This design comes from an exercise in tuning for small area, a short achievable clock period and few clock cycles on the open sky130 flow, not from production work. RTL that was checked went through simulation tests only; none was proved equivalent to the original. No functional check of the RTL was part of run 1.

[config.mk]
export PLATFORM = sky130hd
export DESIGN_NAME = hmac_sha256
export DESIGN_NICKNAME = hmac_sha256
export VERILOG_FILES = /design/flow/design.v
export SDC_FILE = /design/flow/constraint.sdc
export NUM_CORES = 4
export LEC_CHECK = 0
export CAP_MARGIN = 20
export CORE_MARGIN = 2
export CORE_UTILIZATION = 40
export SETUP_SLACK_MARGIN = 5
export SLEW_MARGIN = 20
[constraint.sdc]
create_clock -name core_clock -period 10.0 [get_ports {clk}]
set_input_delay 2.0000 -clock core_clock [delete_from_list [all_inputs] [get_ports {clk}]]
set_output_delay 2.0000 -clock core_clock [all_outputs]
set_load 0.01 [all_outputs]
[design.v]
module hmac_sha256 (
    input  wire         clk,
    input  wire         rst,           
    input  wire         start,         
    input  wire         mode,          
    input  wire [511:0] key,           
    input  wire         in_valid,
    output wire         in_ready,
    input  wire [31:0]  in_data,       
    input  wire         in_last,
    input  wire [2:0]   in_nbytes,     
    output wire [255:0] mac,
    output wire         mac_valid
);
    localparam [2:0] B_INIT = 3'd0,    
                     B_IKEY = 3'd1,
                     B_MSG  = 3'd2,
                     B_OKEY = 3'd3,
                     B_ODIG = 3'd4,
                     B_IDLE = 3'd5;
    localparam [255:0] IV224 = {32'hc1059ed8, 32'h367cd507, 32'h3070dd17, 32'hf70e5939,
                                32'hffc00b31, 32'h68581511, 32'h64f98fa7, 32'hbefa4fa4};
    localparam [255:0] IV256 = {32'h6a09e667, 32'hbb67ae85, 32'h3c6ef372, 32'ha54ff53a,
                                32'h510e527f, 32'h9b05688c, 32'h1f83d9ab, 32'h5be0cd19};
    reg  [2:0]   blk;
    reg  [6:0]   cnt;          
    reg          mode_r;
    reg  [511:0] ks;           
    reg  [255:0] hc;           
    reg  [31:0]  a, b, c, d, e, f, g, h, hkw;
    reg  [31:0]  w [0:15];
    reg          mac_v;
    reg  [3:0]   rot_ph;       
    reg          open_r;       
    reg          buf_v, buf_last;
    reg  [2:0]   buf_nb;
    reg  [31:0]  buf_d;
    reg          ended;        
    reg          need80;       
    reg          len_fits;     
    reg          final_blk;    
    reg  [15:0]  nbytes;
    integer i;
    wire [255:0] iv = mode_r ? IV224 : IV256;
    wire is_f = cnt[6];
    reg  [2:0] nblk;
    always @(*) begin
        case (blk)
            B_INIT:  nblk = B_IKEY;
            B_IKEY:  nblk = B_MSG;
            B_MSG:   nblk = final_blk ? B_OKEY : B_MSG;
            B_OKEY:  nblk = B_ODIG;
            default: nblk = B_IDLE;
        endcase
    end
    wire       slot_next = (cnt == 7'd63) || is_f;
    wire       slot_cur  = (cnt <= 7'd13);
    wire [2:0] wblk      = slot_next ? nblk : blk;
    wire [3:0] wk        = (cnt == 7'd63) ? 4'd0 : is_f ? 4'd1 : (cnt[3:0] + 4'd2);
    wire       word_slot = slot_next || slot_cur;
    wire       msg_slot  = word_slot && (wblk == B_MSG);
    wire wait_in = msg_slot && !ended && !buf_v;
    wire rot     = (rot_ph != 4'd0) || wait_in;
    wire adv     = (blk != B_IDLE) && !rot;
    wire consume = msg_slot && !ended && buf_v && (rot_ph == 4'd0);
    assign in_ready = open_r && (!buf_v || consume);
    wire   xfer     = in_valid && in_ready && !start && !rst;
    wire [3:0]  kidx  = (wblk == B_ODIG) ? {1'b1, wk[2:0]} : wk;
    wire [31:0] kword = ks[511 - 32*kidx -: 32];
    reg  [31:0] last_word;
    always @(*) begin
        case (buf_nb)
            3'd0:    last_word = 32'h80000000;
            3'd1:    last_word = {buf_d[31:24], 24'h800000};
            3'd2:    last_word = {buf_d[31:16], 16'h8000};
            3'd3:    last_word = {buf_d[31:8], 8'h80};
            default: last_word = buf_d;
        endcase
    end
    wire [16:0] inner_len = {1'b0, nbytes} + 17'd64;
    reg  [31:0] msg_word;
    always @(*) begin
        if (!ended)
            msg_word = buf_last ? last_word : buf_d;
        else if (need80)
            msg_word = 32'h80000000;
        else if (len_fits && wk == 4'd15)
            msg_word = {12'd0, inner_len, 3'd0};
        else
            msg_word = 32'h0;
    end
    reg  [31:0] dig_word;
    always @(*) begin
        if (wk[3] == 1'b0 && !(wk[2:0] == 3'd7 && mode_r))
            dig_word = kword;
        else if ((wk == 4'd7 && mode_r) || (wk == 4'd8 && !mode_r))
            dig_word = 32'h80000000;
        else if (wk == 4'd15)
            dig_word = mode_r ? 32'd736 : 32'd768;    
        else
            dig_word = 32'h0;
    end
    reg  [31:0] blk_word;
    always @(*) begin
        case (wblk)
            B_IKEY:  blk_word = kword ^ 32'h36363636;
            B_OKEY:  blk_word = kword ^ 32'h5c5c5c5c;
            B_MSG:   blk_word = msg_word;
            default: blk_word = dig_word;
        endcase
    end
    wire [31:0] w1  = w[1];
    wire [31:0] w14 = w[14];
    wire [31:0] ssig0_w = {w1[6:0], w1[31:7]} ^ {w1[17:0], w1[31:18]} ^ (w1 >> 3);
    wire [31:0] ssig1_w = {w14[16:0], w14[31:17]} ^ {w14[18:0], w14[31:19]} ^ (w14 >> 10);
    wire [31:0] sw_s1 = w[9] ^ w[0] ^ ssig0_w;
    wire [31:0] sw_c1 = ((w[9] & w[0]) | (w[9] & ssig0_w) | (w[0] & ssig0_w)) << 1;
    wire [31:0] sw_s2 = sw_s1 ^ sw_c1 ^ ssig1_w;
    wire [31:0] sw_c2 = ((sw_s1 & sw_c1) | (sw_s1 & ssig1_w) | (sw_c1 & ssig1_w)) << 1;
    wire [31:0] w_new = sw_s2 + sw_c2;
    wire [31:0] w_in = word_slot ? blk_word : w_new;
    reg  [31:0] k_n;
    always @(*) begin
        case (cnt)
            7'd63: k_n = 32'h428a2f98; 7'd0:  k_n = 32'h71374491;
            7'd1:  k_n = 32'hb5c0fbcf; 7'd2:  k_n = 32'he9b5dba5;
            7'd3:  k_n = 32'h3956c25b; 7'd4:  k_n = 32'h59f111f1;
            7'd5:  k_n = 32'h923f82a4; 7'd6:  k_n = 32'hab1c5ed5;
            7'd7:  k_n = 32'hd807aa98; 7'd8:  k_n = 32'h12835b01;
            7'd9:  k_n = 32'h243185be; 7'd10: k_n = 32'h550c7dc3;
            7'd11: k_n = 32'h72be5d74; 7'd12: k_n = 32'h80deb1fe;
            7'd13: k_n = 32'h9bdc06a7; 7'd14: k_n = 32'hc19bf174;
            7'd15: k_n = 32'he49b69c1; 7'd16: k_n = 32'hefbe4786;
            7'd17: k_n = 32'h0fc19dc6; 7'd18: k_n = 32'h240ca1cc;
            7'd19: k_n = 32'h2de92c6f; 7'd20: k_n = 32'h4a7484aa;
            7'd21: k_n = 32'h5cb0a9dc; 7'd22: k_n = 32'h76f988da;
            7'd23: k_n = 32'h983e5152; 7'd24: k_n = 32'ha831c66d;
            7'd25: k_n = 32'hb00327c8; 7'd26: k_n = 32'hbf597fc7;
            7'd27: k_n = 32'hc6e00bf3; 7'd28: k_n = 32'hd5a79147;
            7'd29: k_n = 32'h06ca6351; 7'd30: k_n = 32'h14292967;
            7'd31: k_n = 32'h27b70a85; 7'd32: k_n = 32'h2e1b2138;
            7'd33: k_n = 32'h4d2c6dfc; 7'd34: k_n = 32'h53380d13;
            7'd35: k_n = 32'h650a7354; 7'd36: k_n = 32'h766a0abb;
            7'd37: k_n = 32'h81c2c92e; 7'd38: k_n = 32'h92722c85;
            7'd39: k_n = 32'ha2bfe8a1; 7'd40: k_n = 32'ha81a664b;
            7'd41: k_n = 32'hc24b8b70; 7'd42: k_n = 32'hc76c51a3;
            7'd43: k_n = 32'hd192e819; 7'd44: k_n = 32'hd6990624;
            7'd45: k_n = 32'hf40e3585; 7'd46: k_n = 32'h106aa070;
            7'd47: k_n = 32'h19a4c116; 7'd48: k_n = 32'h1e376c08;
            7'd49: k_n = 32'h2748774c; 7'd50: k_n = 32'h34b0bcb5;
            7'd51: k_n = 32'h391c0cb3; 7'd52: k_n = 32'h4ed8aa4a;
            7'd53: k_n = 32'h5b9cca4f; 7'd54: k_n = 32'h682e6ff3;
            7'd55: k_n = 32'h748f82ee; 7'd56: k_n = 32'h78a5636f;
            7'd57: k_n = 32'h84c87814; 7'd58: k_n = 32'h8cc70208;
            7'd59: k_n = 32'h90befffa; 7'd60: k_n = 32'ha4506ceb;
            7'd61: k_n = 32'hbef9a3f7; 7'd62: k_n = 32'hc67178f2;
            default: k_n = 32'h428a2f98;
        endcase
    end
    reg  [1:0]  jj;
    always @(*) begin
        case (cnt[1:0])
            2'd1:    jj = 2'd3;
            2'd2:    jj = 2'd2;
            2'd3:    jj = 2'd1;
            default: jj = 2'd0;
        endcase
    end
    wire sum_cyc = (cnt >= 7'd61) && (blk != B_INIT) && (blk != B_IDLE);
    wire [255:0] src = (blk == B_MSG || blk == B_ODIG) ? hc : iv;
    wire [31:0]  xa  = src[255 - 32*jj -: 32];
    wire [31:0]  xe  = src[127 - 32*jj -: 32];
    wire [31:0]  sa  = xa + a;
    wire [31:0]  se  = xe + e;
    wire [255:0] dst     = hc;
    wire         nkey    = (nblk == B_IKEY) || (nblk == B_OKEY);
    wire [31:0] bsig0_a = {a[1:0], a[31:2]} ^ {a[12:0], a[31:13]} ^ {a[21:0], a[31:22]};
    wire [31:0] bsig1_e = {e[5:0], e[31:6]} ^ {e[10:0], e[31:11]} ^ {e[24:0], e[31:25]};
    wire [31:0] ch_efg  = (e & f) ^ (~e & g);
    wire [31:0] maj_abc = (a & b) ^ (a & c) ^ (b & c);
    wire [31:0] re_s1 = d ^ hkw ^ ch_efg;
    wire [31:0] re_c1 = ((d & hkw) | (d & ch_efg) | (hkw & ch_efg)) << 1;
    wire [31:0] re_s2 = re_s1 ^ re_c1 ^ bsig1_e;
    wire [31:0] re_c2 = ((re_s1 & re_c1) | (re_s1 & bsig1_e) | (re_c1 & bsig1_e)) << 1;
    wire [31:0] e_new = re_s2 + re_c2;
    wire [31:0] ra_s1 = hkw ^ ch_efg ^ maj_abc;
    wire [31:0] ra_c1 = ((hkw & ch_efg) | (hkw & maj_abc) | (ch_efg & maj_abc)) << 1;
    wire [31:0] ra_s2 = ra_s1 ^ ra_c1 ^ bsig0_a;
    wire [31:0] ra_c2 = ((ra_s1 & ra_c1) | (ra_s1 & bsig0_a) | (ra_c1 & bsig0_a)) << 1;
    wire [31:0] ra_s3 = ra_s2 ^ ra_c2 ^ bsig1_e;
    wire [31:0] ra_c3 = ((ra_s2 & ra_c2) | (ra_s2 & bsig1_e) | (ra_c2 & bsig1_e)) << 1;
    wire [31:0] a_new = ra_s3 + ra_c3;
    wire [31:0] hop   = is_f ? (nkey ? iv[31:0] : dst[31:0]) : g;
    wire [31:0] hk_s  = hop ^ k_n ^ w[15];
    wire [31:0] hk_c  = ((hop & k_n) | (hop & w[15]) | (k_n & w[15])) << 1;
    wire [31:0] hkw_n = hk_s + hk_c;
    always @(posedge clk) begin
        if (rst) begin
            blk    <= B_IDLE;
            rot_ph <= 4'd0;
            open_r <= 1'b0;
            buf_v  <= 1'b0;
            mac_v  <= 1'b0;
        end else if (start) begin
            blk       <= B_INIT;
            cnt       <= 7'd64;
            rot_ph    <= 4'd0;
            mode_r    <= mode;
            open_r    <= 1'b1;
            buf_v     <= 1'b0;
            mac_v     <= 1'b0;
            ended     <= 1'b0;
            need80    <= 1'b0;
            len_fits  <= 1'b0;
            final_blk <= 1'b0;
            nbytes    <= 16'd0;
        end else begin
            if (xfer) begin
                buf_v    <= 1'b1;
                buf_d    <= in_data;
                buf_last <= in_last;
                buf_nb   <= in_nbytes;
                if (in_last)
                    open_r <= 1'b0;
            end else if (consume) begin
                buf_v <= 1'b0;
            end
            if (rot)
                rot_ph <= rot_ph + 4'd1;
            if (adv) begin
                if (is_f) begin
                    cnt <= 7'd0;
                    blk <= nblk;
                    if (nblk == B_IDLE)
                        mac_v <= 1'b1;
                end else begin
                    cnt <= cnt + 7'd1;
                end
                if (msg_slot) begin
                    if (!ended) begin
                        nbytes <= nbytes + (buf_last ? {13'd0, buf_nb} : 16'd4);
                        if (buf_last) begin
                            ended    <= 1'b1;
                            need80   <= (buf_nb == 3'd4);
                            len_fits <= (buf_nb != 3'd4) && (wk <= 4'd13);
                        end
                    end else begin
                        if (need80) begin
                            need80   <= 1'b0;
                            len_fits <= (wk <= 4'd13);
                        end
                        if (wk == 4'd15 && len_fits && !need80)
                            final_blk <= 1'b1;
                    end
                    if (wk == 4'd15)
                        len_fits <= 1'b1;
                end
            end
        end
    end
    always @(posedge clk) begin
        for (i = 0; i < 15; i = i + 1)
            w[i] <= w[i + 1];
        if (!rst && start)
            w[15] <= key[511:480] ^ 32'h36363636;
        else if (rot)
            w[15] <= w[0];
        else
            w[15] <= w_in;
        if (rot) begin
            a <= d; e <= h;
        end else if (is_f) begin
            a <= nkey ? iv[255:224] : sa;
            e <= nkey ? iv[127:96]  : se;
        end else begin
            a <= a_new; e <= e_new;
        end
        if (is_f && !rot) begin
            if (nkey) begin
                {b, c, d} <= iv[223:128];
                {f, g, h} <= iv[95:0];
            end else begin
                {b, c, d} <= dst[223:128];
                {f, g, h} <= dst[95:0];
            end
        end else begin
            d <= c; c <= b; b <= a;
            h <= g; g <= f; f <= e;
        end
        if (!rot)
            hkw <= hkw_n;
    end
    always @(posedge clk) begin
        if (!rst && start) begin
            ks <= key;
        end else if (!rst && adv) begin
            if (blk == B_OKEY && cnt == 7'd14)
                ks[255:0] <= hc;                  
            if (sum_cyc) begin
                hc[255 - 32*jj -: 32] <= sa;
                hc[127 - 32*jj -: 32] <= se;
            end
        end
    end
    assign mac_valid = mac_v;
    assign mac       = hc;
endmodule
[run.sh]
#!/bin/bash
# synth_recipe.tcl (not shown) runs the flow's synth.tcl, then flattens the netlist and writes it again
# the make line also repeats each setting of config.mk as NAME=value (left out here)
make -C /OpenROAD-flow-scripts/flow DESIGN_CONFIG=/design/flow/config.mk WORK_HOME=/design/flow/orfs CLKGATE_MAP_FILE= SYNTH_SCRIPT=/design/flow/synth_recipe.tcl finish
==> flow_summary_export.csv, run 1 <==
group,metric,value,unit
min_path,hold_path_depth,0,
global_routing,grt_pass1_vias,69570,
synth,synthesis.area,83500,µm²
floorplan,chipHeight,461,µm
setup_path,start_kind,"flop",
synth,synth_edf_count,864,
synth,yosysWarnings,2,
cells_and_area,syn_to_final_growth,29.6,%
floorplan,ios,811,
min_path,hp-class,"flop to flop",
timing,fmax,187,MHz
floorplan,rows,167,
setup_path,cp.arrival,6.08,ns
cells_and_area,layout_common_cells,"nand2_1, edfxtp_1, clkdlybuf4s50_1",
route,first_iter_violations,13397,
synth,ys_types,98,
route,ant_nets,0,
timing,rsz0062_at_grt,"true",
setup_path,r2r_slack,4.66,ns
place,port-buffer-count,810,
setup_path,slowest_stage,"dfxtp_1",
cells_and_area,nNetsFinal,9955,
timing,finClkSkew,0.0793,ns
route,wirelength,507000,µm
clock_network,htreeDepth,4,
synth,synthTopCellsByArea,"edfxtp_1, dfxtp_1, fa_1, nand2_1, o21ai_0",
flow_run,maxCapViolations,0,
outcome,outcome,"complete, no violations",
synth,synth_top_cell_area_share,31.1,%
global_routing,antenna_found_initial,120,
timing,max_slew_margin,12.5,%
timing,timing.final.hold_violations,0,
min_path,whs_endpoint,"w[9][25]",
route,wl_per_cell,42.3,µm
setup_path,worstRegToRegCells,17,
route,vias,76944,
synth,syn_inst,7945,
cells_and_area,drive_above_1_share,16.2,%
route,via_per_inst,6.42,
synth,ys_async_sr_fraction,0,%
floorplan,die_x,461,µm
route,dr.pass1.iters,10,
clock_network,root_buffer,"clkbuf_16",
floorplan,initial_utilization,40.3,%
setup_path,crit_required,10.74,ns
floorplan,dieArea,212000,µm²
synth,synth_top_area_cell,"edfxtp_1",
global_routing,grt_usage,45.9,%
timing,period_share,53.4,%
cells_and_area,fin_area,108000,µm²
global_routing,overflow,0,
synth,ys_seq_area_share,50.5,%
timing,setup_viol,0,
place,place_inst,11222,
cells_and_area,final_cells,11976,
cells_and_area,final_common_cell,"nand2_1",
synth,synth.avg_cell_area,10.5,µm²
setup_path,endpoint_kind,"flop",
synth,ys.flop_type,"edfxtp_1",
setup_path,crit_type,"flop to flop",
clock_network,cts.sinks,1674,
clock_network,cts_tree,"done",
synth,ys_ff_latch,1674,
timing,period_minus_slack,5.34,ns
global_routing,grt_pass1_wl,648000,µm
setup_path,critPathMaxStageDelay,0.76,ns
floorplan,core,207000,µm²
place,place_congestion,1.07,
timing,worst_slew_pin_slew,1.30,ns
route,post-route-drc-count,0,
clock_network,clkSlewWorstSetupHoldPaths,0.07,ns
place,place_hpwl,379000,µm
setup_path,worstPathCellList,"xor2_1, xnor2_1, fa_1, inv_1, fa_1, ha_1, nand3_1, a211oi_2, buf_4, o41ai_2, buf_4, o21a_4, o21ai_4, a41oi_2, nor2_2, mux2i_2, or3_1",
clock_network,clkLatencyLatePin,0.90,ns
clock_network,numCtsBuffers,181,
synth,syn_nets,8974,
setup_path,path_max_fanout,6,
place,placed_area,95000,µm²
global_routing,grt_max_degree,158,
clock_network,cts.path.max_buffers,3,
min_path,min_from,"w[10][25]",
setup_path,rr_startpoint,"a[22]",
timing,final-max-slew-violation-count,0,
setup_path,worstReg2RegEnd,"a[31]",
==> worst max-delay path, delay by kind of cell (launching register included) <==
| family | cells | cell delay (ns) |
|---|---|---|
| AND/OR/NAND/NOR | 3 | 0.61 |
| adder cells (fa/ha/maj) | 3 | 1.39 |
| XOR/XNOR | 2 | 0.90 |
| buffers and inverters | 3 | 0.50 |
| AO/OA/AOI/OAI | 5 | 0.84 |
| multiplexers | 1 | 0.19 |
| flip-flops | 1 | 0.76 |
==> layout make-up <==
type	instances	area, µm²
fillers	18647	99100
flip-flops and latches	1674	42200
multi-input cells	5186	40300
repair buffers	1299	13400
clock buffers	244	5090
well taps	2788	3490
inverters	584	2250
clock inverters	91	1170
diodes	110	275
==> layer usage <==
layer	vias to the layer above	share of wire [%]	global-route usage [%]
li1	30348	-	-
met1	38456	37	58.5
met2	6581	40	62.6
met3	1515	14	19.6
met4	44	8.3	31.1
met5	-	0.19	0.643
==> cell families after synthesis <==
kind of cell               count (synthesis)  synth area share [%]
AOI/OAI and AO/OA                       2110                  15.9
and+or+nand+nor                         1878                  9.59
DFF                                     1674                  50.5
buffers and inverters                   1092                  5.09
adders and majority gates                506                  9.75
xor gates and xnor gates                 454                  4.77
muxes                                    231                  4.42
==> worst max path at each step <==
stage,from,to,slack [ns],depth (start not counted)
global route,a[1],a[31],4.70,22
CTS,a[1],a[31],4.78,22
floorplan,start,hc[0],-1.08,4
detailed placement,cnt[1],hc[87],3.09,17
global placement,rst,flop,3.16,12
finish,a[22],a[31],4.66,17
==> synth_stat cells (all sizes together) (28+ instances only) <==
master   count
o21a        44
nor2       402
mux2i       81
inv        583
nand3      124
fa         251
o2bb2ai     32
mux4       106
a22o        31
ha         225
nor3        92
maj3        30
o21ai      663
edfxtp     864
buf        112
clkbuf     396
o221ai      36
nand2b      34
nand2     1026
a21oi      402
xor2       125
a31oi       81
mux2        44
and3        47
o31ai       43
xnor2      329
o22ai      245
a21o        95
dfxtp      810
nor2b       28
a211oi      69
o211ai      96
==> sequential cells by signal (all words and copies together) (netlist names), 3 cells and up, named ones only <==
signal,count
a,32
b,32
blk,3
buf_d,32
buf_nb,3
c,32
cnt,7
d,32
e,32
f,32
g,32
h,32
hc,256
hkw,32
ks,512
nbytes,16
rot_ph,4
w,512
==> what timing repair did <==
action | CTS | global route
pin swaps | 96 | 131
hold buffers | 0 | 0
gates resized for setup | 492 | 276
endpoints found under the setup margin | 1211 | 225
cloned | 27 | 7
setup buffers | 153 | 120
==> per-stage QoR <==
step                TNS, ns  setup slack, ns  hold slack, ns  util, %
finish                    0             4.66           0.310     52.2
floorplan           -277.17            -1.08           0.310        -
global route              0             4.70           0.304     52.1
global placement          0             3.16           0.310     45.8
CTS                       0             4.78           0.295     50.9
detailed placement        0             3.09           0.312     45.8
==> inputs of run 2 (changes only) <==
--- a/design.v
+++ b/design.v
@@ -27,7 +27,7 @@
     reg          mode_r;
     reg  [511:0] ks;           
     reg  [255:0] hc;           
-    reg  [31:0]  a, b, c, d, e, f, g, h, hkw;
+    reg  [31:0]  a, b, c, d, e, f, g, h;    
     reg  [31:0]  w [0:15];
     reg          mac_v;
     reg  [3:0]   rot_ph;       
@@ -178,13 +178,13 @@
     wire [31:0] bsig1_e = {e[5:0], e[31:6]} ^ {e[10:0], e[31:11]} ^ {e[24:0], e[31:25]};
     wire [31:0] ch_efg  = (e & f) ^ (~e & g);
     wire [31:0] maj_abc = (a & b) ^ (a & c) ^ (b & c);
-    wire [31:0] re_s1 = d ^ hkw ^ ch_efg;
-    wire [31:0] re_c1 = ((d & hkw) | (d & ch_efg) | (hkw & ch_efg)) << 1;
+    wire [31:0] re_s1 = d ^ h ^ ch_efg;
+    wire [31:0] re_c1 = ((d & h) | (d & ch_efg) | (h & ch_efg)) << 1;
     wire [31:0] re_s2 = re_s1 ^ re_c1 ^ bsig1_e;
     wire [31:0] re_c2 = ((re_s1 & re_c1) | (re_s1 & bsig1_e) | (re_c1 & bsig1_e)) << 1;
     wire [31:0] e_new = re_s2 + re_c2;
-    wire [31:0] ra_s1 = hkw ^ ch_efg ^ maj_abc;
-    wire [31:0] ra_c1 = ((hkw & ch_efg) | (hkw & maj_abc) | (ch_efg & maj_abc)) << 1;
+    wire [31:0] ra_s1 = h ^ ch_efg ^ maj_abc;
+    wire [31:0] ra_c1 = ((h & ch_efg) | (h & maj_abc) | (ch_efg & maj_abc)) << 1;
     wire [31:0] ra_s2 = ra_s1 ^ ra_c1 ^ bsig0_a;
     wire [31:0] ra_c2 = ((ra_s1 & ra_c1) | (ra_s1 & bsig0_a) | (ra_c1 & bsig0_a)) << 1;
     wire [31:0] ra_s3 = ra_s2 ^ ra_c2 ^ bsig1_e;
@@ -278,17 +278,16 @@
         if (is_f && !rot) begin
             if (nkey) begin
                 {b, c, d} <= iv[223:128];
-                {f, g, h} <= iv[95:0];
+                {f, g} <= iv[95:32];
             end else begin
                 {b, c, d} <= dst[223:128];
-                {f, g, h} <= dst[95:0];
+                {f, g} <= dst[95:32];
             end
         end else begin
             d <= c; c <= b; b <= a;
-            h <= g; g <= f; f <= e;
+            g <= f; f <= e;
         end
-        if (!rot)
-            hkw <= hkw_n;
+        h <= rot ? g : hkw_n;
     end
     always @(posedge clk) begin
         if (!rst && start) begin
==> flow/run.sh (new file) <==
#!/bin/bash
set -euo pipefail
export SETUP_SLACK_MARGIN=6.0
bash standard.sh > standard.log 2>&1
==> standard.sh (new file) <==
#!/bin/bash
# synth_recipe.tcl (not shown) runs the flow's synth.tcl, then flattens the netlist and writes it again
# the make line also repeats each setting of config.mk as NAME=value (left out here)
make -C /OpenROAD-flow-scripts/flow DESIGN_CONFIG=/design/flow/config.mk WORK_HOME=/design/flow/orfs CLKGATE_MAP_FILE= SYNTH_SCRIPT=/design/flow/synth_recipe.tcl "${@:-finish}"
--- a/config.mk
+++ b/config.mk
@@ -8,5 +8,4 @@
 export CAP_MARGIN = 20
 export CORE_MARGIN = 2
 export CORE_UTILIZATION = 40
-export SETUP_SLACK_MARGIN = 5
 export SLEW_MARGIN = 20
removed: run.sh
==> flow_summary_export.csv, run 2 <==
group,metric,value,unit
outcome,outcome,"complete, no violations",
place,placed_area,94000,µm²
cells_and_area,fin_area,119000,µm²
global_routing,overflow,0,
route,wirelength,524000,µm
floorplan,dieArea,210000,µm²
clock_network,holdBufCountCts,0,
synth,synth_most_common_cell,"nand2_1",
cells_and_area,final_cells,12403,
synth,synth_edf_count,832,
setup_path,r2r_slack,4.80,ns
clock_network,cts.sinks,1642,
timing,fmax,192,MHz
synth,yosysWarnings,2,
global_routing,grt_use_met1,55.4,%
cells_and_area,final_common_cell,"nand2_1",
route,ant_nets,0,
route,via_per_inst,6.48,
clock_network,htreeDepth,4,
global_routing,grt_usage,48.1,%
cells_and_area,layout_common_cells,"nand2_1, edfxtp_1, dfxtp_1",
global_routing,grt_busiest_layer,"met2",
synth,synthesis.area,82400,µm²
synth,synth_top_cell_area_share,30.3,%
cells_and_area,final_util,57.9,%
route,dr.pass1.iters,11,
timing,setup_viol,0,
timing,period_minus_slack,5.20,ns
clock_network,cts.path.max_buffers,3,
timing,setup_ws,4.80,ns
place,dpl_worst_slack,3.10,ns
timing,setup_tns,0,ns
floorplan,ios,811,
setup_path,endpoint_kind,"flop",
synth,ys.flop_type,"edfxtp_1",
place,place_inst,11037,
setup_path,crit_required,10.61,ns
synth,ys_seq_area_share,50.0,%
setup_path,worstRegToRegCells,23,
timing,timing.final.hold_violations,0,
cells_and_area,top_regs,"ks (512), w (512), hc (256)",
clock_network,numCtsBuffers,179,
route,vias,80319,
timing,worst_slew_pin_slew,1.35,ns
global_routing,met2_usage,67.3,%
timing,final-max-slew-violation-count,0,
setup_path,rr_startpoint,"cnt[0]",
cells_and_area,syn_to_final_growth,43.9,%
route,post-route-drc-count,0,
floorplan,chipHeight,458,µm
synth,synthTopCellsByArea,"edfxtp_1, dfxtp_1, fa_1, nand2_1, o21ai_0",
synth,yosys-top-cells-count,"nand2_1, edfxtp_1, dfxtp_1, o21ai_0, inv_1",
floorplan,initial_utilization,40.3,%
timing,holdWs,0.279,ns
clock_network,cts_tree,"done",
timing,max_slew_margin,9.93,%
timing,finClkSkew,0.0852,ns
cells_and_area,nNetsFinal,10506,
setup_path,path_max_fanout,8,
floorplan,rows,166,
min_path,min_from,"w[3][27]",
min_path,whs_endpoint,"w[2][27]",
synth,ys_ff_latch,1642,
setup_path,cp.arrival,5.82,ns
route,first_iter_violations,13500,
synth,ys_async_sr_fraction,0,%
global_routing,grt_pass1_vias,73546,
timing,period_share,52.0,%
clock_network,root_buffer,"clkbuf_16",
clock_network,clkLatencyLatePin,0.95,ns
min_path,hp-class,"flop to flop",
place,place_congestion,1.11,
setup_path,worstReg2RegEnd,"hc[190]",
flow_run,maxCapViolations,0,
floorplan,die_x,458,µm
clock_network,clkSlewWorstSetupHoldPaths,0.06,ns
global_routing,use_met3,21.6,%
synth,syn_nets,8886,
cells_and_area,drive_above_1_share,27.5,%
global_routing,grt_max_degree,147,
min_path,hold_path_depth,0,
route,wl_per_cell,42.2,µm
global_routing,grt_pass1_wl,673000,µm
place,place_hpwl,369000,µm
setup_path,start_kind,"flop",
synth,ys_types,94,
place,port-buffer-count,810,
timing,rsz0062_at_grt,"true",
global_routing,antenna_found_initial,132,
floorplan,core,205000,µm²
setup_path,crit_type,"flop to flop",
synth,syn_inst,7857,
synth,synth_top_area_cell,"edfxtp_1",
synth,synth.avg_cell_area,10.5,µm²
-- run 2: cell count changes after synthesis, moves of 16 or more --
cell,change
inv_1,+21
edfxtp_1,-32
o21ai_0,-29
nor2_1,-84
o22ai_1,+28
nand2_1,+40
nand3_1,+16
-- run 2: layer usage --
metal / vias up / wire [µm]
met5: - / 1280
met1: 39529 / 177000
met4: 88 / 60300
met2: 7166 / 210000
met3: 2280 / 74400
li1: 31256 / -
-- run 2: area by class of cell --
cell class | instances | area (µm²)
fill | 17311 | 86100
multi-input combinational | 5112 | 44200
sequential | 1642 | 41400
timing repair buffer | 1935 | 20800
clock buffer | 249 | 5060
tap | 2688 | 3360
inverter | 605 | 2360
clock inverter | 82 | 1060
antenna | 88 | 220
timing repair inverter | 2 | 17.5
-- run 2: timing repair --
action / 4_1_cts / 5_1_grt
endpoints found under the setup margin: 1723 / 580
cloned: 45 / 11
buffers inserted: 608 / 283
pin swaps: 317 / 375
gates resized for setup: 1360 / 723
-- run 2: critical path, cell delays in order, from the launching register on --
cell	delay, ns
edfxtp_1	0.49
ha_4	0.23
buf_6	0.12
buf_12	0.11
or2_4	0.32
buf_12	0.18
buf_16	0.13
buf_4	0.13
o31ai_2	0.35
a222oi_1	0.22
ha_1	0.46
nand3_2	0.14
o21bai_4	0.26
a211oi_4	0.29
buf_4	0.17
o311ai_4	0.09
a21oi_2	0.25
a21oi_2	0.09
buf_6	0.14
o31ai_4	0.21
buf_12	0.16
xnor2_4	0.15
buf_6	0.13
o22ai_2	0.05
-- run 2: kinds of logic after synthesis --
| family | after synthesis | share of synthesized area (%) |
|---|---|---|
| compound gates | 2087 | 15.9 |
| simple gates | 1820 | 9.36 |
| flops | 1642 | 50.0 |
| buf+inv | 1110 | 5.31 |
| fa+ha+maj | 506 | 9.88 |
| xor+xnor | 465 | 4.97 |
| mux | 227 | 4.60 |
-- run 2: worst max path at each step --
stage	start	endpoint	slack [ns]	cells past startpoint
global route	cnt[1]	hc[158]	4.77	25
CTS	cnt[5]	in_ready	4.87	9
finish	cnt[0]	hc[190]	4.80	23
floorplan	start	hc[0]	-1.09	4
global placement	start	flop	2.95	13
detailed placement	start	flop	3.10	13
Testbench counts of run 2, summed over its fixed seeds: cycles 73,769.

what the ideal ports hide:
The flow's constraints put no driver on any port. The routed layouts listed below were extracted and timed again, unchanged, in two steps. Step 1 assumes that a clkbuf_16 drives the clock port and a buf_2 every other input. Step 2, shift: input delay + t, output delay - t, t = (earliest + latest rising clock arrival at the registers) / 2. This alone moves slack from input paths to output paths. a / b / c = no drivers / after step 1 / after step 2; a / b = the first two.
run | t (ns) | setup WS [ns] | worst hold slack (ns) | worst register clock-pin slew, ns | pins driven straight from the clock port
run 1 | 0.958 | 4.657 / 4.657 / 4.043 | 0.310 / 0.310 / 0.310 | 0.07 / 0.07 | 1
run 2 | 0.991 | 4.795 / 4.795 / 4.795 | 0.279 / 0.279 / 0.279 | 0.07 / 0.07 | 1
After both steps setup and hold are still met in every run listed. The setup slack of run 1, which loses most, moves by 0.000 ns with the drivers and by -0.614 ns with both steps.
